This is an optimization exercise on Yosys and OpenROAD, whose aim is small area, a short achievable clock period and few clock cycles per item, not a production implementation. At most, simulation tests tie the RTL to the original design; equivalence was not proved. The RTL of runs 1 to 3 was laid out without a check of its function.

File: design/flow/design.v
module b58_encode (
    input  wire         clk,
    input  wire         rst,
    input  wire         in_valid,
    output wire         in_ready,
    input  wire [5:0]   in_len,
    input  wire [255:0] in_data,
    output wire         out_valid,
    input  wire         out_ready,
    output wire [7:0]   out_char,
    output wire         out_last
);
    localparam integer N = 45;           
    localparam integer K = 4;            
    function [7:0] alphabet;
        input [5:0] d;
        begin
            if (d < 6'd9)       alphabet = 8'h31 + {2'b00, d};           
            else if (d < 6'd17) alphabet = 8'h41 + {2'b00, d} - 8'd9;    
            else if (d < 6'd22) alphabet = 8'h4A + {2'b00, d} - 8'd17;   
            else if (d < 6'd33) alphabet = 8'h50 + {2'b00, d} - 8'd22;   
            else if (d < 6'd44) alphabet = 8'h61 + {2'b00, d} - 8'd33;   
            else                alphabet = 8'h6D + {2'b00, d} - 8'd44;   
        end
    endfunction
    function [6:0] dbl;
        input [5:0] v;
        input       ci;
        reg c, x;
        begin
            c = v[5] | (v[4] & v[3] & v[2] & (v[1] | v[0]));
            x = v[1] | v[0];
            dbl = {c,
                   v[4] ^ (c & x & v[2] & v[3]),
                   v[3] ^ (c & x & v[2]),
                   v[2] ^ (c & x),
                   v[1] ^ (c & ~v[0]),
                   v[0] ^ c,
                   ci};
        end
    endfunction
    reg [6*N-1:0] d;
    reg           tz;        
    reg [6:0]    s;          
    reg [K-1:0]  chunk;      
    reg          vld;        
    reg          bdone;      
    reg [5:0]    bz;         
    reg          bnz;        
    reg          at_last;    
    reg          rdy;        
    reg [6:0]    diff;       
    reg          r1, r2;     
    reg          a_act;
    reg [5:0]    fl;         
    reg          flush;      
    reg [5:0]    bnd;        
    reg          bf;         
    reg [5:0]    ones;       
    reg          started;    
    reg          ov, sv;
    reg [7:0]    oc, sc;
    reg          ol, sl;
    assign in_ready  = rdy;
    assign out_valid = ov;
    assign out_char  = oc;
    assign out_last  = ol;
    wire [5:0]   top   = d[6*(N-1) +: 6];
    wire         space = !sv;
    wire         anyd  = a_act && !bf;
    wire         onesz = (ones == 6'd0);
    wire         skip  = anyd && !flush && !started && tz;
    wire         emitd = anyd && !flush && onesz && !skip && space;
    wire         shift = flush || skip || emitd;
    wire         emit1 = a_act && !onesz && space;
    wire         emitt = a_act && bf && onesz && space;
    wire         prod  = emit1 || emitd || emitt;
    wire [7:0]   pc    = emit1 ? 8'h31 : emitd ? alphabet(top) : 8'h00;
    wire         pl    = emitt;
    wire         fin  = rdy;                     
    wire         xfer = (bdone || fin) && !a_act;
    wire         en   = vld && !bdone && (bf || r2 || (r1 && shift)) &&
                        (!at_last || rdy);
    reg [6*N-1:0] dab;
    reg [6:0]     t;
    reg           cin;
    integer p, k;
    always @* begin
        dab = d;
        for (k = K - 1; k >= 0; k = k - 1) begin
            cin = chunk[k];
            for (p = 0; p < N; p = p + 1) begin
                t = dbl(dab[6*p +: 6], cin);
                dab[6*p +: 6] = t[5:0];
                cin = t[6];
            end
        end
    end
    reg [6*N-1:0] dn;
    always @* begin
        for (p = 0; p < N; p = p + 1) begin
            if (p >= bnd) begin
                if (shift)
                    dn[6*p +: 6] = (p == 0) ? 6'd0 : d[6*(p-1) +: 6];
                else
                    dn[6*p +: 6] = d[6*p +: 6];
            end else begin
                dn[6*p +: 6] = en ? dab[6*p +: 6] : d[6*p +: 6];
            end
        end
    end
    wire [6:0]   last    = (in_len == 6'd0) ? 7'd0 : {in_len - 6'd1, 1'b1};
    wire [6:0]   s_n     = fin ? 7'd0 : en ? s + 7'd1 : s;
    wire         vld_n   = in_valid && !fin;
    wire         bdone_n = (fin || bdone) && !xfer;
    wire         bf_n    = !xfer && (bf || (shift && bnd == N[5:0] - 6'd1));
    wire [6:0]   diff_n  = xfer ? 7'd0 : diff + {6'd0, shift} - {6'd0, en};
    wire         r1_n    = !diff_n[6] && (diff_n != 7'd0);
    wire         r2_n    = !diff_n[6] && (diff_n[5:1] != 5'd0);
    wire         rdy_n   = vld_n && !bdone_n && (bf_n || r2_n) && (s_n == last);
    wire [K-1:0] chunk_n = (in_len == 6'd0) ? {K{1'b0}} : in_data[K * {s_n[5:1], ~s_n[0]} +: K];
    wire         s0    = (s == 7'd0);
    wire         nz_n  = (s0 ? 1'b0 : bnz) || (chunk != {K{1'b0}});
    wire [5:0]   bz_b  = s0 ? 6'd0 : bz;
    wire [5:0]   bz_n  = (s[0] && !nz_n && in_len != 6'd0) ? bz_b + 6'd1 : bz_b;
    always @(posedge clk) begin
        d       <= dn;
        tz      <= (dn[6*(N-1) +: 6] == 6'd0);
        chunk   <= chunk_n;
        at_last <= (s_n == last);
        if (rst) begin
            s     <= 7'd0;
            vld   <= 1'b0;
            bdone <= 1'b0;
            rdy   <= 1'b0;
            diff  <= 7'd0;
            r1    <= 1'b0;
            r2    <= 1'b0;
            a_act <= 1'b0;
            fl    <= N[5:0];
            flush <= 1'b1;
            bnd   <= 6'd0;
            bf    <= 1'b0;
            ov    <= 1'b0;
            sv    <= 1'b0;
        end else begin
            s     <= s_n;
            vld   <= vld_n;
            bdone <= bdone_n;
            rdy   <= rdy_n;
            diff  <= diff_n;
            r1    <= r1_n;
            r2    <= r2_n;
            if (en) begin
                bnz <= nz_n;
                bz  <= bz_n;
            end
            if (flush) begin
                fl    <= fl - 6'd1;
                flush <= (fl != 6'd1);
            end
            if (xfer) begin
                a_act   <= 1'b1;
                ones    <= fin ? bz_n : bz;
                started <= 1'b0;
            end else begin
                if (emit1) ones <= ones - 6'd1;
                if (emitd) started <= 1'b1;
                if (emitt) a_act <= 1'b0;
            end
            bnd <= xfer ? 6'd0 : shift ? bnd + 6'd1 : bnd;
            bf  <= bf_n;
            if (!ov || out_ready) begin
                if (sv) begin
                    ov <= 1'b1; oc <= sc; ol <= sl;
                    sv <= 1'b0;
                end else begin
                    ov <= prod; oc <= pc; ol <= pl;
                end
            end else if (prod) begin
                sv <= 1'b1; sc <= pc; sl <= pl;
            end
        end
    end
endmodule
File: design/flow/config.mk
export PLATFORM = sky130hd
export DESIGN_NAME = b58_encode
export DESIGN_NICKNAME = b58_encode
export VERILOG_FILES = /design/flow/design.v
export SDC_FILE = /design/flow/constraint.sdc
export NUM_CORES = 4
export LEC_CHECK = 0
export CAP_MARGIN = 20
export CORE_MARGIN = 2
export CORE_UTILIZATION = 40
export SLEW_MARGIN = 20
File: design/flow/run.sh
#!/bin/bash
# synth_recipe.tcl (not shown) runs the flow's synth.tcl, then flattens the netlist and writes it again
# the make line also repeats each setting of config.mk as NAME=value (left out here)
make -C /OpenROAD-flow-scripts/flow DESIGN_CONFIG=/design/flow/config.mk WORK_HOME=/design/flow/orfs CLKGATE_MAP_FILE= SYNTH_SCRIPT=/design/flow/synth_recipe.tcl finish
File: design/flow/constraint.sdc
create_clock -name core_clock -period 12.0 [get_ports {clk}]
set_input_delay 2.4000 -clock core_clock [delete_from_list [all_inputs] [get_ports {clk}]]
set_output_delay 2.4000 -clock core_clock [all_outputs]
set_load 0.01 [all_outputs]
==> results of run 1 <==
-- cells by family after synthesis --
kind of cell    Yosys count  synth area share [%]
simple gates            914                  13.0
compound gates          711                  14.3
fa+ha+maj               566                  21.3
xor+xnor                396                  10.5
buf+inv                 353                  4.27
flops                   344                  29.6
mux                     209                  7.01
-- final cells by class --
| type | instances | area share (%) |
|---|---|---|
| clock inverter | 20 | 0.577 |
| multi-input combinational | 2796 | 57.3 |
| antenna | 4 | 0.0261 |
| tap | 1070 | 3.49 |
| clock buffer | 51 | 2.88 |
| sequential | 344 | 25.7 |
| inverter | 238 | 2.33 |
| timing repair buffer | 302 | 7.71 |
-- through the flow --
step	util (%)	worst slack [ns]	hold WS [ns]
6_report	46.7	6.58	0.502
5_1_grt	46.7	6.14	0.542
4_1_cts	46.7	6.54	0.503
3_5_place_dp	45.1	6.57	0.490
3_3_place_gp	45.1	6.59	0.486
2_1_floorplan	-	7.19	0.469
-- placed cells by master (no fill, tap or decap), types with 14 or more instances in the layout --
| cell type | netlist | routed |
|---|---|---|
| or2_2 | 42 | 43 |
| dfxtp_1 | 48 | 48 |
| ha_1 | 565 | 565 |
| buf_4 | 4 | 26 |
| nor2b_1 | 21 | 21 |
| a41o_1 | 28 | 28 |
| o21ai_0 | 167 | 166 |
| nor4_1 | 18 | 18 |
| xor2_1 | 233 | 233 |
| a21oi_1 | 228 | 228 |
| a41oi_1 | 145 | 145 |
| o22ai_1 | 24 | 24 |
| inv_1 | 235 | 235 |
| nand2_1 | 422 | 421 |
| clkbuf_16 | 0 | 41 |
| nand3_1 | 47 | 47 |
| and2_1 | 77 | 77 |
| mux2_2 | 150 | 150 |
| edfxtp_1 | 296 | 296 |
| nand2b_1 | 25 | 25 |
| a21o_1 | 14 | 14 |
| nor3_1 | 41 | 39 |
| mux2i_1 | 55 | 55 |
| clkdlybuf4s50_1 | 0 | 276 |
| nor2_1 | 152 | 151 |
| xnor2_1 | 161 | 161 |
-- state kept, by name, summed over array words and instances (netlist names), 4 cells and up --
| register | cells |
|---|---|
| chunk | 4 |
| fl | 6 |
| diff | 7 |
| bnd | 6 |
| oc | 8 |
| sc | 8 |
| ones | 6 |
| bz | 6 |
| d | 270 |
| s | 7 |
-- worst max-delay path, cell delays in order, from the launching register on --
cell and delay (ns):
edfxtp_1 0.40, or2_2 0.32, a41oi_1 0.38, inv_1 0.10, and2_1 0.18, ha_1 0.18
ha_1 0.19, xor2_1 0.16, a41oi_1 0.39, a21oi_1 0.08, ha_1 0.20, ha_1 0.30
a41oi_1 0.53, a21oi_1 0.09, ha_1 0.21, ha_1 0.18, xor2_1 0.14, a41oi_1 0.32
a21oi_1 0.09, ha_1 0.20, ha_1 0.26, mux2_2 0.27
-- worst max path at each step --
stage                     cells past startpoint          endpoint  slack (ns)
after floorplan                              21  d[256]$_DFFE_PP_        7.19
after global placement                       21   d[40]$_DFFE_PP_        6.59
after detailed placement                     22  d[220]$_DFFE_PP_        6.57
after CTS                                    21   d[82]$_DFFE_PP_        6.54
after global routing                         22  d[172]$_DFFE_PP_        6.14
final                                        21   d[10]$_DFFE_PP_        6.58
-- metal layers --
layer,vias up,part of all wire [%]
met3,106,4.5
li1,13300,-
met1,12100,46
met5,-,0.047
met4,6,2.4
met2,455,47
==> qor.yml, run 1 <==
core_area_mm2: 0.0821
numCtsBuffers: 41
required_ns: 12.30
ctsHoldBuffers: 0
design_area_mm2: 0.0384
post_cts_buffers: 0
finalSetupTns_ns: 0
grtUsageMet2_pct: 32.6
synth-async-reset-ratio_pct: 0
layout.nets: 4555
clkLatencyLatePin_ns: 0.56
max_freq_mhz: 184
maxCapViolCount: 0
end_kind: "flop"
synth_area_per_cell_um2: 9.51
clock_sinks: 344
synth_top_cell_area_share_pct: 26.8
die_h_um: 292
syn_to_final_growth_pct: 15.5
criticalPathCategory: "flop to flop"
antenna_found_initial: 6
die_width_um: 292
cts_tree: "done"
vias: 26000
gp_congestion: 0.867
synth_edf_count: 296
hold_class: "flop to flop"
final.setup_skew_ns: 0.0194
holdPathEnd: "fl[1]$_SDFFE_PP0P_"
met1_usage_pct: 24.9
reg2reg_depth: 21
wl_um: 82800
syn_area_mm2: 0.0332
met3_usage_pct: 3.04
crit_fanout: 5
hold_depth: 2
rows: 105
min_period_over_period_pct: 45.2
synth_top_area_cell: "edfxtp_1"
ant_nets: 0
period_minus_slack_ns: 5.42
synth_commonest_cells: "ha_1 (565), nand2_1 (422), edfxtp_1 (296), inv_1 (235), xor2_1 (233)"
seq_area_frac_synth_pct: 29.6
crit_arrival_ns: 5.72
clkTransAtPathRegs_ns: 0.07
cts.htree.levels: 2
ys_seq_elements: 344
grt_first_pass_wirelength_um: 134000
vias_per_cell: 5.38
register_area_mm2: 0.00985
wire_per_inst_um: 17.2
finalSetupViolCount: 0
track_usage_pct: 19.1
grt_pass1_vias: 25700
worstHoldStart: "fl[1]$_SDFFE_PP0P_"
multi_input_area_mm2: 0.0220
status: "no timing/DRC/antenna violations"
startpoint: "d[6]$_DFFE_PP_"
cts_resized: 0
clock_path_buffers: 3
dieArea_mm2: 0.0854
fill_cells: 7727
portBuffers: 276
slew_headroom_pct: 27.1
synth.most_common_cell: "ha_1"
r2r_slack_ns: 6.58
hpwl_um: 66000
synth_warnings: 1
drt_iter0_drc: 1254
netlist_instances: 3493
ys_types: 96
start_kind: "flop"
dpl_cell_area_mm2: 0.0370
fin_cells: 4825
synth_area_leaders: "edfxtp_1 (27%), ha_1 (21%), xor2_1 (6.1%), mux2_2 (5.1%), nand2_1 (4.8%)"
worstMarginPinSlew_ns: 1.09
num_io_pins: 277
drive_gt1_share_pct: 8.48
rsz0062_at_grt: "no"
grt_max_degree: 52
dr.pass1.iters: 6
slew_violations: 0
r2r_end: "d[10]$_DFFE_PP_"
clockRootBuffer: "clkbuf_16"
start_util_pct: 40.5
synth-main-ff-cell: "edfxtp_1"
top_usage_layer: "met2"
gr-total-overflow: 0
reg2reg_from: "d[6]$_DFFE_PP_"
drc: 0
dp.cells: 4750
final_hold_viol_count: 0
synth_fp_nets: 4325
==> run 2, diff against run 1 <==
--- a/design/flow/design.v
+++ b/design/flow/design.v
@@ -28,12 +28,11 @@
         input       ci;
-        reg c, x;
+        reg x;
         begin
-            c = v[5] | (v[4] & v[3] & v[2] & (v[1] | v[0]));
             x = v[1] | v[0];
-            dbl = {c,
-                   v[4] ^ (c & x & v[2] & v[3]),
-                   v[3] ^ (c & x & v[2]),
-                   v[2] ^ (c & x),
-                   v[1] ^ (c & ~v[0]),
-                   v[0] ^ c,
+            dbl = {v[5] | (v[4] & v[3] & v[2] & x),
+                   v[4] ^ (x & v[2] & v[3] & (v[5] | v[4])),
+                   v[3] ^ (x & v[2] & (v[5] | (v[4] & v[3]))),
+                   v[2] ^ (x & (v[5] | (v[4] & v[3] & v[2]))),
+                   v[1] ^ (~v[0] & (v[5] | (v[4] & v[3] & v[2] & v[1]))),
+                   v[0] ^ (v[5] | (v[4] & v[3] & v[2] & x)),
                    ci};
==> run 2 against run 1 <==
  * Setup slack gained 0.18 ns
  * Sequential share of layout area fell by 7.1 points
  * Highest routed layer is now met4
  * Hold slack improved by 0.014 ns
  * Critical endpoint is now rdy$_SDFF_PP0_
  * Critical path type unchanged
==> qor.yml, run 2 <==
status: "no timing/DRC/antenna violations"
final_util_pct: 44.3  # -2.4 points
cts_tree: "done"
grt_max_degree: 70  # +35%
met3_usage_pct: 2.10  # -0.94 points
layout_commonest_cell: "nand2_1"
post_cts_buffers: 0  # unchanged
finalSetupViolCount: 0  # unchanged
ctsHoldBuffers: 0  # unchanged
rows: 127  # +21%
ys_seq_elements: 344  # unchanged
layout_common_cells: "nand2_1 (659), o21ai_0 (623), nor2_1 (593)"
crit_fanout: 42  # +37
clock_sinks: 344  # unchanged
cts.htree.levels: 2  # unchanged
rsz0062_at_grt: "no"
gr-total-overflow: 0  # unchanged
synth-async-reset-ratio_pct: 0  # unchanged
synth_warnings: 1  # unchanged
die_width_um: 352  # +20%
slew_headroom_pct: 23.9  # -3.2 points
die_h_um: 352  # +20%
grt_pass1_vias: 45400  # +77%
worstMarginPinSlew_ns: 1.14  # +0.0534 ns
synth_top_area_cell: "edfxtp_1"
clkLatencyLatePin_ns: 0.59  # +0.03 ns
top_register: "d"
finalSetupTns_ns: 0  # unchanged
largest_reg_flops: 270  # unchanged
dr.pass1.iters: 6  # unchanged
vias: 51000  # +96%
vias_per_cell: 6.22  # +16%
wire_per_inst_um: 17.5  # +1.9%
ys_types: 121  # +26%
numCtsBuffers: 44  # +7.3%
final_hold_viol_count: 0  # unchanged
drive_gt1_share_pct: 7.16  # -1.3 points
syn_to_final_growth_pct: 9.77
start_kind: "flop"
min_period_over_period_pct: 43.7  # -1.5 points
met1_usage_pct: 30.8  # +5.9 points
core_area_mm2: 0.120  # +46%
num_io_pins: 277  # unchanged
syn_area_mm2: 0.0484  # +46%
grt_first_pass_wirelength_um: 233000  # +74%
criticalPathCategory: "flop to flop"
synth_area_leaders: "edfxtp_1 (18%), o21ai_0 (6.5%), a21oi_1 (5.9%), nand2_1 (5.1%), nor2_1 (4.6%)"
antenna_found_initial: 1  # -5
grtUsageMet2_pct: 36.3  # +3.7 points
synth-main-ff-cell: "edfxtp_1"
track_usage_pct: 22.0  # +2.9 points
cts_resized: 0  # unchanged
synth_area_per_cell_um2: 7.29  # -23%
dieArea_mm2: 0.124  # +45%
ant_nets: 0  # unchanged
maxCapViolCount: 0  # unchanged
hold_class: "flop to flop"
start_util_pct: 40.3  # -0.12 points
drt_iter0_drc: 4000  # +220%
top_usage_layer: "met2"
synth_fp_nets: 6929  # +60%
synth.most_common_cell: "nand2_1"
clkTransAtPathRegs_ns: 0.06  # about the same
clockRootBuffer: "clkbuf_16"
synth_top_cell_area_share_pct: 18.4  # -8.4 points
drc: 0  # unchanged
hpwl_um: 106000  # +60%
portBuffers: 276  # unchanged
synth_commonest_cells: "nand2_1 (659), o21ai_0 (628), nor2_1 (593), a21oi_1 (566), clkbuf_1 (320)"
end_kind: "flop"
required_ns: 12.49  # +0.19 ns
synth_edf_count: 296  # unchanged
gp_congestion: 0.891  # +2.8%
layout.nets: 6840  # +50%
netlist_instances: 6636  # +90%
crit_arrival_ns: 5.73  # about the same
clock_path_buffers: 3  # unchanged
period_minus_slack_ns: 5.24  # -0.179 ns
top_regs: "d: 270 flops, oc: 8 flops, sc: 8 flops"
seq_area_frac_synth_pct: 20.4  # -9.3 points
max_freq_mhz: 191  # +3.4%
final.setup_skew_ns: 0.0338  # +0.0144 ns
wl_um: 143000  # +73%
slew_violations: 0  # unchanged
run 2: cell types whose count changed after synthesis, moves of 101 or more:
| cell | delta |
|---|---|
| o21a_1 | +140 |
| xor2_1 | -177 |
| nor3_1 | +106 |
| a31oi_1 | +216 |
| ha_1 | -539 |
| nand3_1 | +147 |
| nand2_1 | +237 |
| o211ai_1 | +101 |
| clkbuf_1 | +245 |
| nor2_1 | +441 |
| o21ai_0 | +461 |
| a21oi_1 | +338 |
| a41oi_1 | -126 |
run 2: worst max-delay path, stage by stage, from the launching register on:
cell and delay (ns):
dfxtp_1 0.31, buf_4 0.38, inv_2 0.19, a2111oi_4 0.51, nand2_1 0.51, clkinv_2 0.23, buf_4 0.66, ha_1 0.22
inv_1 0.04, ha_1 0.20, fa_1 0.41, a21o_1 0.17, a21oi_1 0.24, xnor2_1 0.18, nand2_1 0.07, o311ai_0 0.45
nand2_1 0.14, and4_1 0.21
run 2: per-layer routing:
metal,routed length [µm],up-vias
met5,0,-
met4,2670,0
met3,6520,165
met2,66200,1282
met1,67800,24100
li1,-,25500
run 2: cell families after synthesis:
group | after synthesis | share of synthesized area, %
DFF | 344 | 20.4
AOI/OAI and AO/OA | 2860 | 39.7
adders and majority gates | 47 | 1.13
xor gates and xnor gates | 125 | 2.30
buffers and inverters | 596 | 5.00
and+or+nand+nor | 2388 | 24.4
muxes | 276 | 7.13
run 2: final timing paths:
kind                       from                  to  slack [ns]  cells past startpoint
max              rdy$_SDFF_PP0_      rdy$_SDFF_PP0_        6.76                     17
min          fl[1]$_SDFFE_PP0P_  fl[1]$_SDFFE_PP0P_        0.52                      2
max reg2reg      rdy$_SDFF_PP0_      rdy$_SDFF_PP0_        6.76                     17
min reg2reg  fl[1]$_SDFFE_PP0P_  fl[1]$_SDFFE_PP0P_        0.52                      2
run 2: stage by stage:
step,setup WS [ns],std cells,hold slack (ns),cell area (µm²)
after CTS,6.70,8191,0.518,53100
final,6.76,8194,0.516,53100
after global placement,6.84,8112,0.485,51600
after global routing,6.30,8193,0.552,53100
after detailed placement,6.73,8112,0.510,51600
after floorplan,7.58,6636,0.469,48400
run 2: layout make-up:
type | instances | area [µm²]
Multi-Input combinational cell | 5696 | 36100
Clock inverter | 28 | 332
Timing Repair Buffer | 309 | 3010
Fill cell | 12100 | 66800
Sequential cell | 344 | 9850
Clock buffer | 51 | 1200
Tap cell | 1612 | 2020
Antenna cell | 2 | 5.00
Inverter | 152 | 572
==> run 3, diff against run 2 <==
--- a/design/flow/design.v
+++ b/design/flow/design.v
@@ -13,3 +13,3 @@
     localparam integer N = 45;           
-    localparam integer K = 4;            
+    localparam integer K = 2;            
     function [7:0] alphabet;
@@ -28,11 +28,12 @@
         input       ci;
-        reg x;
+        reg c, x;
         begin
+            c = v[5] | (v[4] & v[3] & v[2] & (v[1] | v[0]));
             x = v[1] | v[0];
-            dbl = {v[5] | (v[4] & v[3] & v[2] & x),
-                   v[4] ^ (x & v[2] & v[3] & (v[5] | v[4])),
-                   v[3] ^ (x & v[2] & (v[5] | (v[4] & v[3]))),
-                   v[2] ^ (x & (v[5] | (v[4] & v[3] & v[2]))),
-                   v[1] ^ (~v[0] & (v[5] | (v[4] & v[3] & v[2] & v[1]))),
-                   v[0] ^ (v[5] | (v[4] & v[3] & v[2] & x)),
+            dbl = {c,
+                   v[4] ^ (c & x & v[2] & v[3]),
+                   v[3] ^ (c & x & v[2]),
+                   v[2] ^ (c & x),
+                   v[1] ^ (c & ~v[0]),
+                   v[0] ^ c,
                    ci};
@@ -110,3 +111,4 @@
     end
-    wire [6:0]   last    = (in_len == 6'd0) ? 7'd0 : {in_len - 6'd1, 1'b1};
+    wire [4:0]   lenm1   = in_len[4:0] - 5'd1;
+    wire [6:0]   last    = (in_len == 6'd0) ? 7'd0 : {lenm1, 2'b11};
     wire [6:0]   s_n     = fin ? 7'd0 : en ? s + 7'd1 : s;
@@ -119,3 +121,3 @@
     wire         rdy_n   = vld_n && !bdone_n && (bf_n || r2_n) && (s_n == last);
-    wire [K-1:0] chunk_n = (in_len == 6'd0) ? {K{1'b0}} : in_data[K * {s_n[5:1], ~s_n[0]} +: K];
+    wire [K-1:0] chunk_n = (in_len == 6'd0) ? {K{1'b0}} : in_data[K * {s_n[6:2], ~s_n[1:0]} +: K];
     wire         s0    = (s == 7'd0);
@@ -123,3 +125,3 @@
     wire [5:0]   bz_b  = s0 ? 6'd0 : bz;
-    wire [5:0]   bz_n  = (s[0] && !nz_n && in_len != 6'd0) ? bz_b + 6'd1 : bz_b;
+    wire [5:0]   bz_n  = (s[1:0] == 2'b11 && !nz_n && in_len != 6'd0) ? bz_b + 6'd1 : bz_b;
     always @(posedge clk) begin
==> run 3 against run 2 <==
  * Die area is 46% lower
  * Flip-flop and latch count is 2 lower
  * Non-clock buffer count is 2 lower
  * Design area is 42% lower
  * Critical path type unchanged
  * Clock skew is 0.021 ns lower
  * Cell count is 53% lower
  * Global-route usage is 1.7 points lower
  * Largest cell class unchanged
  * Critical path depth is 3 higher
  * Synthesized area is 46% lower
==> qor.yml, run 3 <==
ctsHoldBuffers: 0  # unchanged
num_io_pins: 277  # unchanged
syn_to_final_growth_pct: 18.1
dr.pass1.iters: 5  # -1
synth_top_area_cell: "edfxtp_1"
dp.cells: 3775  # -53%
path_cells: "inv_1 > ha_1 > nor3b_2 > and4_1 > or3_2 > buf_4 > inv_1 > ha_1 > inv_1 > ha_1 > fa_1 > a21o_1 > a21oi_1 > o21bai_1 > a21oi_1 > xnor2_1 > nand2_1 > o311ai_0 > nand2_1 > and4_1"
gr-total-overflow: 0  # unchanged
dieArea_mm2: 0.0669  # -46%
n_antenna_cell: 0  # -2
synth.most_common_cell: "nand2_1"
top_regs: "d: 270 flops, oc: 8 flops, sc: 8 flops"
finalSetupViolCount: 0  # unchanged
die_h_um: 259  # -27%
die_width_um: 259  # -27%
cp_slowest_cell: "and4_1"
largest_reg_flops: 270  # unchanged
maxCapViolCount: 0  # unchanged
drc: 0  # unchanged
slew_headroom_pct: 30.5  # +6.6 points
cts_resized: 0  # unchanged
rows: 93  # -27%
vias_per_cell: 5.39  # -13%
clkTransAtPathRegs_ns: 0.06  # about the same
grt_max_degree: 70  # unchanged
layout_commonest_cell: "nand2_1"
cts_tree: "done"
period_minus_slack_ns: 5.23  # -0.0143 ns
ant_nets: 0  # unchanged
rsz0062_at_grt: "no"
synth_edf_count: 296  # unchanged
final_hold_viol_count: 0  # unchanged
synth-main-ff-cell: "edfxtp_1"
vias: 20700  # -59%
end_kind: "flop"
antenna_found_initial: 3  # +2
worstMarginPinSlew_ns: 1.03  # -0.108 ns
clock_sinks: 342  # -0.58%
netlist_instances: 2741  # -59%
syn_area_mm2: 0.0259  # -46%
numCtsBuffers: 40  # -9.1%
min_period_over_period_pct: 43.6  # -0.12 points
start_kind: "flop"
wl_um: 69100  # -52%
startpoint: "ones[0]$_DFFE_PP_"
synth_commonest_cells: "nand2_1 (400), edfxtp_1 (296), ha_1 (295), a21oi_1 (204), inv_1 (171)"
synth_top_cell_area_share_pct: 34.3  # +16 points
synth_warnings: 1  # unchanged
post_cts_buffers: 0  # unchanged
synth_area_per_cell_um2: 9.46  # +30%
clkLatencyLatePin_ns: 0.55  # -0.04 ns
drt_iter0_drc: 1307  # -67%
wire_per_inst_um: 18.0  # +2.9%
crit_fanout: 40  # -4.8%
r2r_slack_ns: 6.77  # about the same
layout.nets: 3524  # -48%
slowest_delay_ns: 0.56  # -0.10 ns
clock_path_buffers: 3  # unchanged
seq_area_frac_synth_pct: 37.8  # +17 points
clockRootBuffer: "clkbuf_16"
layout_common_cells: "nand2_1 (400), edfxtp_1 (296), ha_1 (295)"
final.setup_skew_ns: 0.0124  # -0.0214 ns
gp_congestion: 0.917  # +2.9%
required_ns: 12.44  # -0.05 ns
grt_pass1_vias: 20500  # -55%
portBuffers: 276  # unchanged
crit_arrival_ns: 5.67  # -0.06 ns
track_usage_pct: 20.2  # -1.7 points
top_register: "d"
ys_seq_elements: 342  # -0.58%
synth-async-reset-ratio_pct: 0  # unchanged
drive_gt1_share_pct: 7.83  # +0.67 points
finalSetupTns_ns: 0  # unchanged
synth_area_leaders: "edfxtp_1 (34%), ha_1 (14%), nand2_1 (5.8%), xor2_1 (4.8%), a21oi_1 (3.9%)"
grt_first_pass_wirelength_um: 110000  # -53%
start_util_pct: 40.4  # about the same
hpwl_um: 52500  # -50%
cts.htree.levels: 2  # unchanged
worstHoldStart: "fl[1]$_SDFFE_PP0P_"
reg2reg_from: "ones[0]$_DFFE_PP_"
max_freq_mhz: 191  # +0.27%
ys_types: 83  # -31%
core_area_mm2: 0.0642  # -46%
synth_fp_nets: 3303  # -52%
criticalPathCategory: "flop to flop"
slew_violations: 0  # unchanged
status: "no timing/DRC/antenna violations"
hold_class: "flop to flop"
fin_cells: 3844  # -53%
[run 3: changes by cell type after synthesis, sizes merged, moves of 105 or more]
cell	change
nor2b	-108
a21oi	-367
o21ai	-502
clkbuf	-240
o21a	-142
a31oi	-208
nor3	-126
nor2	-429
nand2	-258
nand3	-117
ha	+269
o22ai	-105
[run 3: critical path: cells and delay by family, from the launching register on]
family	cells	cell delay, ns
AOI/OAI and AO/OA	5	0.87
xor gates and xnor gates	1	0.14
adders and majority gates	4	1.16
buffers and inverters	4	1.03
DFF	1	0.38
and+or+nand+nor	6	1.50
[run 3: per-stage QoR]
step,cell area [µm²],hold slack (ns),utilization [%],setup WS [ns]
finish,30600,0.513,47.7,6.77
global placement,29400,0.480,45.8,6.86
floorplan,25900,0.469,-,7.41
global route,30600,0.521,47.7,6.35
CTS,30600,0.510,47.7,6.76
detailed placement,29400,0.497,45.8,6.78
[run 3: final cells by class]
| class | count | area [µm²] |
|---|---|---|
| fillers | 6043 | 33600 |
| multi-input cells | 2098 | 14900 |
| flip-flops and latches | 342 | 9810 |
| repair buffers | 307 | 3000 |
| clock buffers | 50 | 1100 |
| well taps | 855 | 1070 |
| inverters | 173 | 649 |
| clock inverters | 19 | 90.1 |
[run 3: worst paths after layout]
kind,cells past startpoint,endpoint
min,2,fl[1]$_SDFFE_PP0P_
max,20,rdy$_SDFF_PP0_
min reg2reg,2,fl[1]$_SDFFE_PP0P_
max reg2reg,20,rdy$_SDFF_PP0_
[run 3: routing by layer]
layer / global-route usage (%) / vias up / share of wire (%)
met5: 0 / - / 0.039
met4: 4.82 / 4 / 1.8
met3: 3.84 / 90 / 5.9
met2: 32.8 / 488 / 46
met1: 27.9 / 9842 / 46
li1: - / 10300 / -
[run 3: kinds of logic after synthesis]
group	after synthesis	synth area share, %
xor gates and xnor gates	216	7.30
AOI/OAI and AO/OA	588	14.5
adders and majority gates	296	14.3
and+or+nand+nor	841	14.7
muxes	157	6.46
buffers and inverters	301	4.83
DFF	342	37.8
==> run 4, diff against run 3 <==
--- a/design/flow/design.v
+++ b/design/flow/design.v
@@ -13,3 +13,3 @@
     localparam integer N = 45;           
-    localparam integer K = 2;            
+    localparam integer K = 4;            
     function [7:0] alphabet;
@@ -46,3 +46,2 @@
     reg          vld;        
-    reg          bdone;      
     reg [5:0]    bz;         
@@ -53,3 +52,2 @@
     reg          r1, r2;     
-    reg          a_act;
     reg [5:0]    fl;         
@@ -58,4 +56,9 @@
     reg          bf;         
+    reg          a_act;      
     reg [5:0]    ones;       
+    reg [5:0]    cnt;        
     reg          started;    
+    reg          pend;       
+    reg [5:0]    pz;         
+    reg [5:0]    pcnt;       
     reg          ov, sv;
@@ -69,3 +72,4 @@
     wire         space = !sv;
-    wire         anyd  = a_act && !bf;
+    wire         cntz  = (cnt == 6'd0);
+    wire         anyd  = a_act && !cntz;
     wire         onesz = (ones == 6'd0);
@@ -73,5 +77,5 @@
     wire         emitd = anyd && !flush && onesz && !skip && space;
-    wire         shift = flush || skip || emitd;
+    wire         shift = (flush && (!a_act || !cntz)) || skip || emitd;
     wire         emit1 = a_act && !onesz && space;
-    wire         emitt = a_act && bf && onesz && space;
+    wire         emitt = a_act && cntz && onesz && space;
     wire         prod  = emit1 || emitd || emitt;
@@ -79,6 +83,6 @@
     wire         pl    = emitt;
-    wire         fin  = rdy;                     
-    wire         xfer = (bdone || fin) && !a_act;
-    wire         en   = vld && !bdone && (bf || r2 || (r1 && shift)) &&
-                        (!at_last || rdy);
+    wire         fin   = rdy;                    
+    wire         xfer  = fin && (!a_act || (emitt && !pend));    
+    wire         merge = fin && !xfer;           
+    wire         en    = vld && (bf || r2 || (r1 && shift)) && (!at_last || rdy);
     reg [6*N-1:0] dab;
@@ -111,13 +115,13 @@
     end
-    wire [4:0]   lenm1   = in_len[4:0] - 5'd1;
-    wire [6:0]   last    = (in_len == 6'd0) ? 7'd0 : {lenm1, 2'b11};
+    wire [6:0]   last    = (in_len == 6'd0) ? 7'd0 : {in_len - 6'd1, 1'b1};
     wire [6:0]   s_n     = fin ? 7'd0 : en ? s + 7'd1 : s;
     wire         vld_n   = in_valid && !fin;
-    wire         bdone_n = (fin || bdone) && !xfer;
-    wire         bf_n    = !xfer && (bf || (shift && bnd == N[5:0] - 6'd1));
-    wire [6:0]   diff_n  = xfer ? 7'd0 : diff + {6'd0, shift} - {6'd0, en};
+    wire [5:0]   bnd_s   = shift ? bnd + 6'd1 : bnd;
+    wire         bf_n    = !fin && (bf || (shift && bnd == N[5:0] - 6'd1));
+    wire         pend_n  = merge || (pend && !emitt);
+    wire [6:0]   diff_n  = fin ? 7'd0 : diff + {6'd0, shift} - {6'd0, en};
     wire         r1_n    = !diff_n[6] && (diff_n != 7'd0);
     wire         r2_n    = !diff_n[6] && (diff_n[5:1] != 5'd0);
-    wire         rdy_n   = vld_n && !bdone_n && (bf_n || r2_n) && (s_n == last);
-    wire [K-1:0] chunk_n = (in_len == 6'd0) ? {K{1'b0}} : in_data[K * {s_n[6:2], ~s_n[1:0]} +: K];
+    wire         rdy_n   = vld_n && !pend_n && (bf_n || r2_n) && (s_n == last);
+    wire [K-1:0] chunk_n = (in_len == 6'd0) ? {K{1'b0}} : in_data[K * {s_n[5:1], ~s_n[0]} +: K];
     wire         s0    = (s == 7'd0);
@@ -125,3 +129,3 @@
     wire [5:0]   bz_b  = s0 ? 6'd0 : bz;
-    wire [5:0]   bz_n  = (s[1:0] == 2'b11 && !nz_n && in_len != 6'd0) ? bz_b + 6'd1 : bz_b;
+    wire [5:0]   bz_n  = (s[0] && !nz_n && in_len != 6'd0) ? bz_b + 6'd1 : bz_b;
     always @(posedge clk) begin
@@ -134,3 +138,2 @@
             vld   <= 1'b0;
-            bdone <= 1'b0;
             rdy   <= 1'b0;
@@ -139,3 +142,2 @@
             r2    <= 1'b0;
-            a_act <= 1'b0;
             fl    <= N[5:0];
@@ -144,2 +146,4 @@
             bf    <= 1'b0;
+            a_act <= 1'b0;
+            pend  <= 1'b0;
             ov    <= 1'b0;
@@ -149,3 +153,2 @@
             vld   <= vld_n;
-            bdone <= bdone_n;
             rdy   <= rdy_n;
@@ -158,3 +161,3 @@
             end
-            if (flush) begin
+            if (flush && shift) begin
                 fl    <= fl - 6'd1;
@@ -162,13 +165,24 @@
             end
+            bnd <= fin ? 6'd0 : bnd_s;
+            bf  <= bf_n;
             if (xfer) begin
                 a_act   <= 1'b1;
-                ones    <= fin ? bz_n : bz;
+                ones    <= bz_n;
+                cnt     <= N[5:0];
+                started <= 1'b0;
+            end else if (emitt && pend) begin
+                ones    <= pz;
+                cnt     <= pcnt;
                 started <= 1'b0;
             end else begin
+                if (emitt) a_act <= 1'b0;
                 if (emit1) ones <= ones - 6'd1;
                 if (emitd) started <= 1'b1;
-                if (emitt) a_act <= 1'b0;
-            end
-            bnd <= xfer ? 6'd0 : shift ? bnd + 6'd1 : bnd;
-            bf  <= bf_n;
+                if (shift && a_act && !cntz) cnt <= cnt - 6'd1;
+            end
+            if (merge) begin
+                pz   <= bz_n;
+                pcnt <= bnd_s;
+            end
+            pend <= pend_n;
             if (!ov || out_ready) begin
==> run 4 against run 3 <==
  * Still clean on timing, DRC and antenna
  * Flip-flop and latch count up 20
  * Clock skew grew 0.0075 ns
  * Non-clock buffer count grew 1
  * Fmax down 5.1%
  * Largest cell class unchanged
==> qor.yml, run 4 <==
ant_nets: 0  # unchanged
synth_top_area_cell: "edfxtp_1"
synth_top_family_by_area: "adder cells"
worstHoldStart: "fl[5]$_SDFFE_PP1P_"
rsz0062_at_grt: "no"
final_util_pct: 46.6  # -1.1 points
cts_tree: "done"
maxCapViolCount: 0  # unchanged
syn_to_final_growth_pct: 15.7
grt_first_pass_wirelength_um: 140000  # +27%
holdPathEnd: "fl[5]$_SDFFE_PP1P_"
start_util_pct: 40.3  # -0.086 points
netlist_instances: 3610  # +32%
clock_sinks: 362  # +5.8%
hold_depth: 2  # unchanged
cts_resized: 0  # unchanged
layout_common_cells: "ha_1 (567), nand2_1 (531), edfxtp_1 (314)"
drt_iter0_drc: 1574  # +20%
clock_path_buffers: 3  # unchanged
gr-total-overflow: 0  # unchanged
start_kind: "flop"
synth_fp_nets: 4444  # +35%
finalSetupViolCount: 0  # unchanged
post_cts_buffers: 0  # unchanged
synthSimpleGateAreaFrac_pct: 13.7  # -1.0 points
hold_class: "flop to flop"
clkLatencyLatePin_ns: 0.57  # +0.02 ns
die_width_um: 294  # +14%
holdWs_ns: 0.499  # -0.0134 ns
clockRootBuffer: "clkbuf_16"
reg2reg_from: "d[127]$_DFFE_PP_"
required_ns: 12.32  # -0.12 ns
min_period_over_period_pct: 45.9  # +2.3 points
synth.most_common_cell: "ha_1"
final_hold_viol_count: 0  # unchanged
max_freq_mhz: 182  # -5.1%
drive_gt1_share_pct: 6.70  # -1.1 points
period_minus_slack_ns: 5.51  # +0.280 ns
wl_um: 84900  # +23%
synth_top_cell_area_share_pct: 28.1  # -6.2 points
ys_seq_elements: 362  # +5.8%
final.setup_skew_ns: 0.0199  # +0.00748 ns
layout.nets: 4668  # +32%
synth_commonest_cells: "ha_1 (567), nand2_1 (531), edfxtp_1 (314), a21oi_1 (261), inv_1 (243)"
core_area_mm2: 0.0833  # +30%
n_antenna_cell: 0  # unchanged
slew_violations: 0  # unchanged
layout_commonest_cell: "ha_1"
dieArea_mm2: 0.0862  # +29%
dr.pass1.iters: 5  # unchanged
top_register: "d"
r2r_slack_ns: 6.49  # -0.28 ns
finalSetupTns_ns: 0  # unchanged
hpwl_um: 66500  # +27%
wire_per_inst_um: 17.2  # -4.6%
criticalPathCategory: "flop to flop"
worstMarginPinSlew_ns: 1.04  # +0.00804 ns
synth-main-ff-cell: "edfxtp_1"
r2r_end: "d[130]$_DFFE_PP_"
reg2reg_depth: 22  # +10%
largest_reg_flops: 270  # unchanged
gp_congestion: 0.840  # -8.4%
drc: 0  # unchanged
synth_xor_area_share_pct: 10.5  # +3.2 points
cts.htree.levels: 2  # unchanged
status: "no timing/DRC/antenna violations"
ctsHoldBuffers: 0  # unchanged
portBuffers: 276  # unchanged
top_regs: "d: 270 flops, oc: 8 flops, sc: 8 flops"
antenna_found_initial: 1  # -2
synth_compound_area_share_pct: 14.6  # +0.097 points
track_usage_pct: 19.7  # -0.53 points
synth-async-reset-ratio_pct: 0  # unchanged
pre_cts_ws_ns: 6.43  # -0.351 ns
end_kind: "flop"
synth_area_leaders: "edfxtp_1 (28%), ha_1 (21%), xor2_1 (6.1%), nand2_1 (5.9%), xnor2_1 (4.4%)"
vias: 26500  # +28%
rows: 106  # +14%
synth_warnings: 1  # unchanged
synth_edf_count: 314  # +6.1%
startpoint: "d[127]$_DFFE_PP_"
die_h_um: 294  # +14%
crit_fanout: 5  # -88%
numCtsBuffers: 41  # +2.5%
grt_pass1_vias: 26400  # +29%
ys_types: 90  # +8.4%
synthMuxAreaShare_pct: 4.52  # -1.9 points
crit_arrival_ns: 5.83  # +0.16 ns
clkTransAtPathRegs_ns: 0.06  # about the same
synth_area_per_cell_um2: 9.29  # -1.8%
slew_headroom_pct: 30.0  # -0.54 points
fin_ws_ns: 6.49  # -0.280 ns
num_io_pins: 277  # unchanged
vias_per_cell: 5.36  # -0.54%
synth_fa_ha_area_share_pct: 21.2  # +6.9 points
grt_max_degree: 79  # +13%
syn_area_mm2: 0.0336  # +29%
seq_area_frac_synth_pct: 31.0  # -6.9 points
[run 4: cell types whose count changed in the layout (fill, tap and decap cells not counted), moves of 29 or more]
cell,delta
ha_1,+272
nand2_1,+131
xnor2_1,+93
xor2_1,+92
a41oi_1,+82
inv_1,+72
a21oi_1,+57
mux2i_1,-45
and2_1,+29
[run 4: how the worst max path moves through the flow]
stage	to	depth (start not counted)
4_1_cts	d[130]$_DFFE_PP_	22
2_1_floorplan	d[256]$_DFFE_PP_	21
3_3_place_gp	d[130]$_DFFE_PP_	21
6_report	d[130]$_DFFE_PP_	22
3_5_place_dp	d[130]$_DFFE_PP_	22
5_1_grt	d[130]$_DFFE_PP_	22
[run 4: metal layers]
metal  vias up  wire length (µm)  share of wire [%]  track usage (%)
met3        83              3120                3.7             2.27
met4         2              1300                1.5             3.47
met1     12500             40700                 48             27.2
met2       430             39800                 47             33.5
met5         -                13              0.015                0
li1      13600                 -                  -                -
[run 4: cell type report]
| class | count | area, µm² |
|---|---|---|
| Inverter | 248 | 933 |
| Sequential cell | 362 | 10400 |
| Tap cell | 1080 | 1350 |
| Multi-Input combinational cell | 2873 | 21700 |
| Timing Repair Buffer | 308 | 3000 |
| Clock buffer | 57 | 1170 |
| Fill cell | 7938 | 44500 |
| Clock inverter | 19 | 250 |
[run 4: metrics by stage]
stage          instance area (µm²)  instances
2_1_floorplan                33600       3610
3_3_place_gp                 37400       4871
4_1_cts                      38800       4947
6_report                     38800       4947
5_1_grt                      38800       4947
3_5_place_dp                 37400       4871
[run 4: worst max-delay path, cell delays in order, from the launching register on]
cell and delay, ns:
edfxtp_1 0.43, or2_2 0.30, a41oi_1 0.41, inv_1 0.12, and2_1 0.18, ha_1 0.17
ha_1 0.18, xor2_1 0.16, a41oi_1 0.45, a21oi_1 0.09, ha_1 0.21, ha_1 0.18
xor2_1 0.14, a41oi_1 0.48, a21oi_1 0.10, ha_1 0.21, ha_1 0.18, xor2_1 0.14
a41o_1 0.25, and2_1 0.17, ha_1 0.18, ha_1 0.26, mux2_2 0.26
[run 4: cells by family (layout without fill, tap and decap cells)]
kind of cell | count (synthesis) | after routing
xor+xnor | 403 | 403
flops | 362 | 362
compound gates | 749 | 749
mux | 132 | 132
fa+ha+maj | 568 | 568
buf+inv | 375 | 632
simple gates | 1021 | 1021
Testbench counts of run 4, summed over its fixed seeds: cycles 10,639, items 192.
==> run 5, diff against run 4 <==
--- a/design/flow/design.v
+++ b/design/flow/design.v
@@ -28,13 +28,10 @@
         input       ci;
-        reg c, x;
+        reg c, x, k2, k3, k4;
         begin
-            c = v[5] | (v[4] & v[3] & v[2] & (v[1] | v[0]));
-            x = v[1] | v[0];
-            dbl = {c,
-                   v[4] ^ (c & x & v[2] & v[3]),
-                   v[3] ^ (c & x & v[2]),
-                   v[2] ^ (c & x),
-                   v[1] ^ (c & ~v[0]),
-                   v[0] ^ c,
-                   ci};
+            x  = v[1] | v[0];
+            c  = v[5] | (v[4] & v[3] & v[2] & x);
+            k2 = x & (v[5] | (v[4] & v[3] & v[2]));
+            k3 = k2 & v[2];
+            k4 = k3 & v[3];
+            dbl = {c, v[4] ^ k4, v[3] ^ k3, v[2] ^ k2, v[1] ^ (c & ~v[0]), v[0] ^ c, ci};
         end
@@ -42,3 +39,2 @@
     reg [6*N-1:0] d;
-    reg           tz;        
     reg [6:0]    s;          
@@ -47,2 +43,3 @@
     reg [5:0]    bz;         
+    reg          bzz;        
     reg          bnz;        
@@ -51,3 +48,3 @@
     reg [6:0]    diff;       
-    reg          r1, r2;     
+    reg          r1, r2, r3;     
     reg [5:0]    fl;         
@@ -58,3 +55,5 @@
     reg [5:0]    ones;       
+    reg          onesz;      
     reg [5:0]    cnt;        
+    reg          cntz;       
     reg          started;    
@@ -72,6 +71,4 @@
     wire         space = !sv;
-    wire         cntz  = (cnt == 6'd0);
     wire         anyd  = a_act && !cntz;
-    wire         onesz = (ones == 6'd0);
-    wire         skip  = anyd && !flush && !started && tz;
+    wire         skip  = anyd && !flush && !started && (top == 6'd0);
     wire         emitd = anyd && !flush && onesz && !skip && space;
@@ -115,3 +112,10 @@
     end
-    wire [6:0]   last    = (in_len == 6'd0) ? 7'd0 : {in_len - 6'd1, 1'b1};
+    wire         lz    = (in_len == 6'd0);
+    wire         s0    = (s == 7'd0);
+    wire         nz_n  = (s0 ? 1'b0 : bnz) || (chunk != {K{1'b0}});
+    wire [5:0]   bz_b  = s0 ? 6'd0 : bz;
+    wire         bz_i  = s[0] && !nz_n && !lz;
+    wire [5:0]   bz_n  = bz_i ? bz_b + 6'd1 : bz_b;
+    wire         onesz_n = xfer ? (!bz_i && (s0 || bzz)) : (emitt && pend) ? (pz == 6'd0) :
+                           emit1 ? (ones == 6'd1) : onesz;
     wire [6:0]   s_n     = fin ? 7'd0 : en ? s + 7'd1 : s;
@@ -122,15 +126,19 @@
     wire [6:0]   diff_n  = fin ? 7'd0 : diff + {6'd0, shift} - {6'd0, en};
-    wire         r1_n    = !diff_n[6] && (diff_n != 7'd0);
-    wire         r2_n    = !diff_n[6] && (diff_n[5:1] != 5'd0);
-    wire         rdy_n   = vld_n && !pend_n && (bf_n || r2_n) && (s_n == last);
+    wire         up      = shift && !en;
+    wire         down    = en && !shift;
+    wire         r1_n    = !fin && (up ? !diff[6] : down ? r2 : r1);
+    wire         r2_n    = !fin && (up ? r1 : down ? r3 : r2);
+    wire         r3_n    = !diff_n[6] && (diff_n[5:2] != 4'd0 || diff_n[1:0] == 2'd3);
+    wire [5:0]   hs1     = s[6:1] + 6'd1;
+    wire         m       = (hs1 == in_len);
+    wire         at_last_n = fin ? lz : en ? (!s[0] && m) : ((s[0] && m) || (lz && s0));
+    wire         rdy_n   = vld_n && !pend_n && (bf_n || r2_n) && at_last_n;
     wire [K-1:0] chunk_n = (in_len == 6'd0) ? {K{1'b0}} : in_data[K * {s_n[5:1], ~s_n[0]} +: K];
-    wire         s0    = (s == 7'd0);
-    wire         nz_n  = (s0 ? 1'b0 : bnz) || (chunk != {K{1'b0}});
-    wire [5:0]   bz_b  = s0 ? 6'd0 : bz;
-    wire [5:0]   bz_n  = (s[0] && !nz_n && in_len != 6'd0) ? bz_b + 6'd1 : bz_b;
+    wire [5:0]   ones_n  = xfer ? bz_n : (emitt && pend) ? pz : emit1 ? ones - 6'd1 : ones;
+    wire [5:0]   cnt_n   = xfer ? N[5:0] : (emitt && pend) ? pcnt :
+                           (shift && a_act && !cntz) ? cnt - 6'd1 : cnt;
     always @(posedge clk) begin
         d       <= dn;
-        tz      <= (dn[6*(N-1) +: 6] == 6'd0);
         chunk   <= chunk_n;
-        at_last <= (s_n == last);
+        at_last <= at_last_n;
         if (rst) begin
@@ -142,2 +150,3 @@
             r2    <= 1'b0;
+            r3    <= 1'b0;
             fl    <= N[5:0];
@@ -157,2 +166,3 @@
             r2    <= r2_n;
+            r3    <= r3_n;
             if (en) begin
@@ -160,2 +170,3 @@
                 bz  <= bz_n;
+                bzz <= (bz_n == 6'd0);
             end
@@ -169,8 +180,4 @@
                 a_act   <= 1'b1;
-                ones    <= bz_n;
-                cnt     <= N[5:0];
                 started <= 1'b0;
             end else if (emitt && pend) begin
-                ones    <= pz;
-                cnt     <= pcnt;
                 started <= 1'b0;
@@ -178,6 +185,8 @@
                 if (emitt) a_act <= 1'b0;
-                if (emit1) ones <= ones - 6'd1;
                 if (emitd) started <= 1'b1;
-                if (shift && a_act && !cntz) cnt <= cnt - 6'd1;
-            end
+            end
+            ones  <= ones_n;
+            onesz <= onesz_n;
+            cnt   <= cnt_n;
+            cntz  <= (cnt_n == 6'd0);
             if (merge) begin
==> design/flow/flow/run.sh (new file) <==
#!/bin/bash
# Layout flow: the standard flow (standard.sh: the standard synthesis
# and the ORFS steps to the final layout), with two changes in how the
# layout is made:
#  - the port buffers that ORFS inserts at placement are buf_1 cells
#    (every port still gets its own buffer);
#  - timing repair aims for extra setup slack (SETUP_SLACK_MARGIN), so that
#    the resizer works on the design's critical paths beyond the period.
# The clock, its period and the I/O constraints are the standard flow's, unchanged.
# Each tool's full output goes to its log under orfs/logs/ (ORFS), and
# make's own output to flow_make.log in this folder.
set -euo pipefail
cd "$(dirname "$0")/.."
bash standard.sh \
  'BUFFER_PORTS_ARGS=-buffer_cell sky130_fd_sc_hd__buf_1' \
  'SETUP_SLACK_MARGIN=7.3' \
  finish > flow_make.log 2>&1
==> design/flow/standard.sh (new file) <==
#!/bin/bash
# synth_recipe.tcl (not shown) runs the flow's synth.tcl, then flattens the netlist and writes it again
# the make line also repeats each setting of config.mk as NAME=value (left out here)
make -C /OpenROAD-flow-scripts/flow DESIGN_CONFIG=/design/flow/config.mk WORK_HOME=/design/flow/orfs CLKGATE_MAP_FILE= SYNTH_SCRIPT=/design/flow/synth_recipe.tcl "${@:-finish}"
removed: design/flow/run.sh
==> run 5 against run 4 <==
  * Highest routed layer unchanged
  * Global-route usage shrank 0.62 points
  * Design area down 2.1%
  * Fmax grew 22%
  * Die area up 1.2%
  * Synthesized cell count about the same
  * Hold slack improved by 0.0027 ns
  * Non-clock buffer count is 6 higher
==> qor.yml, run 5 <==
status: "no timing/DRC/antenna violations"
synth_top_area_cell: "edfxtp_1"
syn_area_mm2: 0.0339  # +1.2%
ys_types: 83  # -7.8%
drt_iter0_drc: 1498  # -4.8%
finalSetupTns_ns: 0  # unchanged
layout.nets: 4702  # +0.73%
design_area_mm2: 0.0380  # -2.1%
wl_um: 84000  # -1.1%
reg2reg_depth: 22  # unchanged
grt_max_degree: 77  # -2.5%
top_register: "d"
vias: 26600  # +0.32%
ant_nets: 0  # unchanged
synth_warnings: 1  # unchanged
criticalPathCategory: "flop to flop"
gp_congestion: 0.905  # +7.7%
worstMarginPinSlew_ns: 1.04  # +0.00268 ns
clkTransAtPathRegs_ns: 0.07  # about the same
num_io_pins: 277  # unchanged
rows: 106  # unchanged
worstHoldStart: "fl[5]$_SDFFE_PP1P_"
slew_headroom_pct: 30.1  # +0.088 points
synth.most_common_cell: "ha_1"
slew_violations: 0  # unchanged
layout_common_cells: "ha_1 (568), edfxtp_1 (323), nand2_1 (298)"
core_area_mm2: 0.0838  # +0.64%
grt_pass1_vias: 26100  # -1.1%
clock_path_buffers: 3  # unchanged
synth-main-ff-cell: "edfxtp_1"
track_usage_pct: 19.1  # -0.62 points
layout_commonest_cell: "ha_1"
register_area_mm2: 0.0105  # +1.4%
end_kind: "flop"
start_kind: "flop"
clockRootBuffer: "clkbuf_16"
fill_cells: 8210  # +3.4%
reg2reg_from: "d[259]$_DFFE_PP_"
top_regs: "d: 270 flops, oc: 8 flops, sc: 8 flops"
period_minus_slack_ns: 4.50  # -1.01 ns
synth_area_leaders: "edfxtp_1 (29%), ha_1 (21%), xor2_1 (6.8%), a21oi_1 (4.5%), mux2_2 (4.0%)"
vias_per_cell: 5.29  # -1.4%
r2r_slack_ns: 7.50  # +1.01 ns
n_antenna_cell: 0  # unchanged
dieArea_mm2: 0.0872  # +1.2%
clkLatencyLatePin_ns: 0.59  # +0.02 ns
synth-async-reset-ratio_pct: 0  # unchanged
largest_reg_flops: 270  # unchanged
finalSetupViolCount: 0  # unchanged
synth_area_per_cell_um2: 9.40  # +1.1%
syn_to_final_growth_pct: 12.0
rsz0062_at_grt: "yes"
required_ns: 12.35  # +0.03 ns
netlist_instances: 3611  # +0.028%
drive_gt1_share_pct: 9.20  # +2.5 points
gr-total-overflow: 0  # unchanged
ys_seq_elements: 365  # +0.83%
hpwl_um: 66500  # about the same
crit_arrival_ns: 4.85  # -0.98 ns
clock_sinks: 365  # +0.83%
portBuffers: 276  # unchanged
min_period_over_period_pct: 37.5  # -8.4 points
hold_depth: 2  # unchanged
numCtsBuffers: 43  # +4.9%
hold_class: "flop to flop"
crit_fanout: 3  # -2
synth_commonest_cells: "ha_1 (568), nor2_1 (330), edfxtp_1 (323), a21oi_1 (307), nand2_1 (299)"
start_util_pct: 40.5  # +0.21 points
final.setup_skew_ns: 0.0304  # +0.0105 ns
synth_top_cell_area_share_pct: 28.6  # +0.47 points
grt_first_pass_wirelength_um: 136000  # -2.9%
die_width_um: 295  # +0.57%
maxCapViolCount: 0  # unchanged
max_freq_mhz: 222  # +22%
synth_edf_count: 323  # +2.9%
seq_area_frac_synth_pct: 31.1  # +0.085 points
holdPathEnd: "fl[5]$_SDFFE_PP1P_"
ctsHoldBuffers: 0  # unchanged
cts_tree: "done"
die_h_um: 295  # +0.57%
multi_input_area_mm2: 0.0222  # +2.3%
wire_per_inst_um: 16.7  # -2.8%
r2r_end: "d[262]$_DFFE_PP_"
antenna_found_initial: 1  # unchanged
synth_fp_nets: 4446  # +0.045%
dpl_cell_area_mm2: 0.0361  # -3.3%
drc: 0  # unchanged
cts.htree.levels: 2  # unchanged
dr.pass1.iters: 5  # unchanged
final_hold_viol_count: 0  # unchanged
run 5: changes by cell type in the layout (fill, tap and decap cells not counted), sizes merged, moves of 29 or more:
cell / change
xnor2: -29
o21ai: -61
nand2: -232
mux2i: +45
a21oi: +47
a31oi: +45
nor2: +177
and2: -53
and3: +69
buf: +282
clkdlybuf4s50: -276
a41oi: -143
o21a: +77
run 5: per-stage QoR:
step | util [%] | hold WS [ns] | std cells | worst slack, ns
2_1_floorplan | - | 0.434 | 3611 | 7.67
3_3_place_gp | 43.1 | 0.485 | 4946 | 7.09
3_5_place_dp | 43.1 | 0.484 | 4946 | 6.98
4_1_cts | 44.9 | 0.503 | 5025 | 7.31
5_1_grt | 45.3 | 0.535 | 5035 | 7.19
6_report | 45.3 | 0.502 | 5035 | 7.50
run 5: worst max-delay path: stages, from the launching register on:
cell and delay, ns:
edfxtp_1 0.43, or2_2 0.32, a41oi_2 0.20, inv_1 0.09, and2_1 0.17, ha_1 0.18, ha_1 0.30, and3_1 0.19
o21a_1 0.17, ha_1 0.17, ha_1 0.18, xor2_1 0.16, a31oi_1 0.15, a21oi_1 0.09, nor2_2 0.14, inv_1 0.05
ha_1 0.21, xnor2_2 0.16, nand3_1 0.11, a21oi_1 0.14, ha_1 0.17, ha_1 0.22, mux2_2 0.25
run 5: worst max path at each step:
stage / endpoint / depth (start not counted) / slack (ns) / start
floorplan: r3$_SDFF_PP0_ / 19 / 7.67 / d[265]$_DFFE_PP_
global route: d[263]$_DFFE_PP_ / 24 / 7.19 / d[259]$_DFFE_PP_
finish: d[262]$_DFFE_PP_ / 22 / 7.50 / d[259]$_DFFE_PP_
global placement: r3$_SDFF_PP0_ / 18 / 7.09 / d[265]$_DFFE_PP_
detailed placement: r3$_SDFF_PP0_ / 18 / 6.98 / d[265]$_DFFE_PP_
CTS: d[262]$_DFFE_PP_ / 21 / 7.31 / d[259]$_DFFE_PP_
run 5: logic make-up (layout without fill, tap and decap cells):
family	count (synthesis)	count (layout)	synth area share (%)
xor+xnor	402	402	10.4
flops	365	365	31.1
simple gates	975	975	13.1
compound gates	714	714	12.8
fa+ha+maj	569	569	21.0
mux	213	213	7.31
buf+inv	373	663	4.39
run 5: timing repair:
item                       CTS  global route
setup endpoints to repair    2           113
hold endpoints to repair     0             0
buffers inserted             0            10
pin swaps                    0             3
resized for setup            2            86
run 5: routing by layer:
layer  routed length (µm)  track usage, %  up-vias  part of all wire [%]
li1                     -               -    13500                     -
met1                40400            26.8    12600                    48
met2                38100            31.1      481                    45
met3                 4320            3.34       90                   5.1
met4                 1110            3.34        2                   1.3
met5                   13               0        -                 0.015
run 5: final cells by class:
cell class / instances / share of cell area [%]
Inverter: 270 / 2.71
Tap cell: 1134 / 3.73
Sequential cell: 365 / 27.7
Clock buffer: 45 / 2.91
Timing Repair Buffer: 314 / 3.50
Clock inverter: 34 / 0.981
Multi-Input combinational cell: 2873 / 58.4
Testbench counts of run 5, summed over its fixed seeds: cycles 10,639, items 192.
==> run 6, diff against run 5 <==
--- a/design/flow/design.v
+++ b/design/flow/design.v
@@ -12,3 +12,3 @@
 );
-    localparam integer N = 45;           
+    localparam integer N = 44;           
     localparam integer K = 4;            
==> run 6 against run 5 <==
  * Global-route usage decreased by 0.47 points
  * Non-clock buffer count increased by 1
  * Clock-buffer cell count increased by 12
  * Design area decreased by 2.2%
  * Hold slack improved by 0.00072 ns
  * Still clean
  * Clock skew decreased by 0.0078 ns
==> qor.yml, run 6 <==
status: "no timing/DRC/antenna violations"
crit_fanout: 3  # unchanged
vias: 25800  # -3.1%
finalSetupTns_ns: 0  # unchanged
slew_headroom_pct: 30.8  # +0.76 points
r2r_slack_ns: 7.37  # -0.13 ns
die_width_um: 292  # -1.0%
ys_seq_elements: 359  # -1.6%
final_hold_viol_count: 0  # unchanged
reg2reg_from: "d[252]$_DFFE_PP_"
period_minus_slack_ns: 4.63  # +0.128 ns
dpl_cell_area_mm2: 0.0354  # -2.1%
vias_per_cell: 5.33  # +0.84%
synth_area_per_cell_um2: 9.57  # +1.8%
fill_cells: 7960  # -3.0%
min_period_over_period_pct: 38.6  # +1.1 points
r2r_end: "d[254]$_DFFE_PP_"
hold_depth: 1  # -1
numCtsBuffers: 43  # unchanged
synth_edf_count: 317  # -1.9%
worstMarginPinSlew_ns: 1.04  # -0.00648 ns
syn_area_mm2: 0.0333  # -2.0%
wl_um: 81000  # -3.6%
cts_tree: "done"
finalSetupViolCount: 0  # unchanged
dp.cells: 4738  # -4.2%
ant_nets: 0  # unchanged
grt_max_degree: 63  # -18%
reg2reg_depth: 22  # unchanged
gr-total-overflow: 0  # unchanged
rows: 105  # -0.94%
layout.nets: 4554  # -3.1%
top_regs: "d: 264 flops, oc: 8 flops, sc: 8 flops"
largest_reg_flops: 264  # -2.2%
cts.htree.levels: 2  # unchanged
synth.most_common_cell: "ha_1"
track_usage_pct: 18.6  # -0.47 points
grt_pass1_vias: 25100  # -3.8%
wire_per_inst_um: 16.7  # +0.34%
die_h_um: 292  # -1.0%
fin_cells: 4836  # -4.0%
hpwl_um: 63600  # -4.3%
synth_commonest_cells: "ha_1 (556), edfxtp_1 (317), nor2_1 (301), nand2_1 (276), a21oi_1 (253)"
design_area_mm2: 0.0372  # -2.2%
clockRootBuffer: "clkbuf_16"
max_freq_mhz: 216  # -2.8%
clock_path_buffers: 3  # unchanged
num_io_pins: 277  # unchanged
layout_commonest_cell: "ha_1"
netlist_instances: 3476  # -3.7%
ys_types: 68  # -18%
clock_sinks: 359  # -1.6%
clkLatencyLatePin_ns: 0.58  # about the same
multi_input_area_mm2: 0.0219  # -1.4%
drc: 0  # unchanged
crit_arrival_ns: 4.95  # +0.10 ns
holdWs_ns: 0.503  # +0.000725 ns
holdPathEnd: "r1$_SDFF_PP0_"
maxCapViolCount: 0  # unchanged
portBuffers: 276  # unchanged
syn_to_final_growth_pct: 11.8
synth_top_area_cell: "edfxtp_1"
grt_first_pass_wirelength_um: 130000  # -4.1%
top_register: "d"
criticalPathCategory: "flop to flop"
## run 6: through the flow
step,util [%],worst slack [ns]
finish,45.2,7.37
global route,45.2,7.14
CTS,44.7,7.27
detailed placement,43.0,7.12
global placement,43.0,7.12
floorplan,-,7.47
## run 6: cell families (layout without fill, tap and decap cells)
group           Yosys count  count (layout)  share of synthesized area (%)
xor+xnor                398             398                           10.5
buf+inv                 338             626                           3.97
mux                     244             244                           7.86
compound gates          740             740                           14.2
other cells               0               1                              0
simple gates            840             841                           11.4
fa+ha+maj               557             557                           21.0
flops                   359             359                           31.2
## run 6: how the worst max path moves through the flow
| stage | from | to | slack, ns | cells past startpoint |
|---|---|---|---|---|
| detailed placement | d[253]$_DFFE_PP_ | d[254]$_DFFE_PP_ | 7.12 | 24 |
| global placement | d[253]$_DFFE_PP_ | d[254]$_DFFE_PP_ | 7.12 | 24 |
| global route | d[252]$_DFFE_PP_ | d[254]$_DFFE_PP_ | 7.14 | 22 |
| CTS | d[252]$_DFFE_PP_ | d[254]$_DFFE_PP_ | 7.27 | 22 |
| floorplan | d[253]$_DFFE_PP_ | d[254]$_DFFE_PP_ | 7.47 | 24 |
| finish | d[252]$_DFFE_PP_ | d[254]$_DFFE_PP_ | 7.37 | 22 |
## run 6: layer usage
layer	track usage, %	wire length, µm	share of wire, %	vias up
li1	-	-	-	13100
met1	26.1	39700	49	12100
met2	30.3	36300	45	416
met3	3.00	3520	4.3	89
met4	3.68	1380	1.7	4
met5	0	34	0.042	-
## run 6: layout make-up
cell class | instances | area share, %
sequential | 359 | 27.9
inverter | 232 | 2.37
tap | 1070 | 3.60
clock inverter | 22 | 0.505
timing repair buffer | 315 | 3.60
clock buffer | 57 | 3.15
multi-input combinational | 2780 | 58.9
antenna | 1 | 0.00673
## run 6: worst max-delay path, stage by stage (launching register included)
cell and delay (ns):
edfxtp_1 0.37, or2_2 0.32, a41oi_2 0.15, inv_1 0.09, and2_1 0.17, ha_1 0.18
ha_1 0.19, xor2_1 0.21, a31oi_1 0.08, a21oi_2 0.16, ha_1 0.25, ha_4 0.23
and3_1 0.19, o21a_1 0.17, ha_1 0.17, ha_1 0.18, xor2_1 0.16, a31oi_1 0.18
a21oi_2 0.07, or2_2 0.28, ha_1 0.19, xnor2_1 0.12, mux2_2 0.26
## run 6: what timing repair did
item                       in CTS  in global routing
cloned                          1                  0
buffers inserted                2                 15
setup endpoints to repair       7                122
hold buffers                    0                  0
resized for setup               6                 85
pin swaps                       2                  4
Testbench counts of run 6, summed over its fixed seeds: cycles 10,627, items 192.

-- re-timing with driven ports --
No port has a modelled driver above. Below, the same layouts with a new extraction and two added sets of constraints.
Step 1 assumes that a clkbuf_16 drives the clock port and a buf_2 every other input.
Step 2 also shifts input and output timing later by t, the mid clock arrival at the registers, as if the neighbouring blocks saw the same clock.
a / b / c = ideal ports / drivers / drivers and shift; a / b = the first two.
run | t (ns) | setup WS [ns] | worst register clock-pin slew, ns
run 1 | 0.606 | 6.578 / 6.578 / 6.578 | 0.07 / 0.07
run 2 | 0.649 | 6.757 / 6.757 / 6.757 | 0.07 / 0.07
run 3 | 0.607 | 6.771 / 6.771 / 6.706 | 0.06 / 0.06
run 4 | 0.615 | 6.491 / 6.491 / 6.491 | 0.06 / 0.06
run 5 | 0.629 | 7.497 / 7.497 / 7.344 | 0.07 / 0.07
run 6 | 0.633 | 7.369 / 7.369 / 7.369 | 0.06 / 0.06
After both steps every run listed still meets setup and hold. For run 5, which loses most, drivers alone change the setup slack by 0.000 ns; drivers and shift together by -0.153 ns.
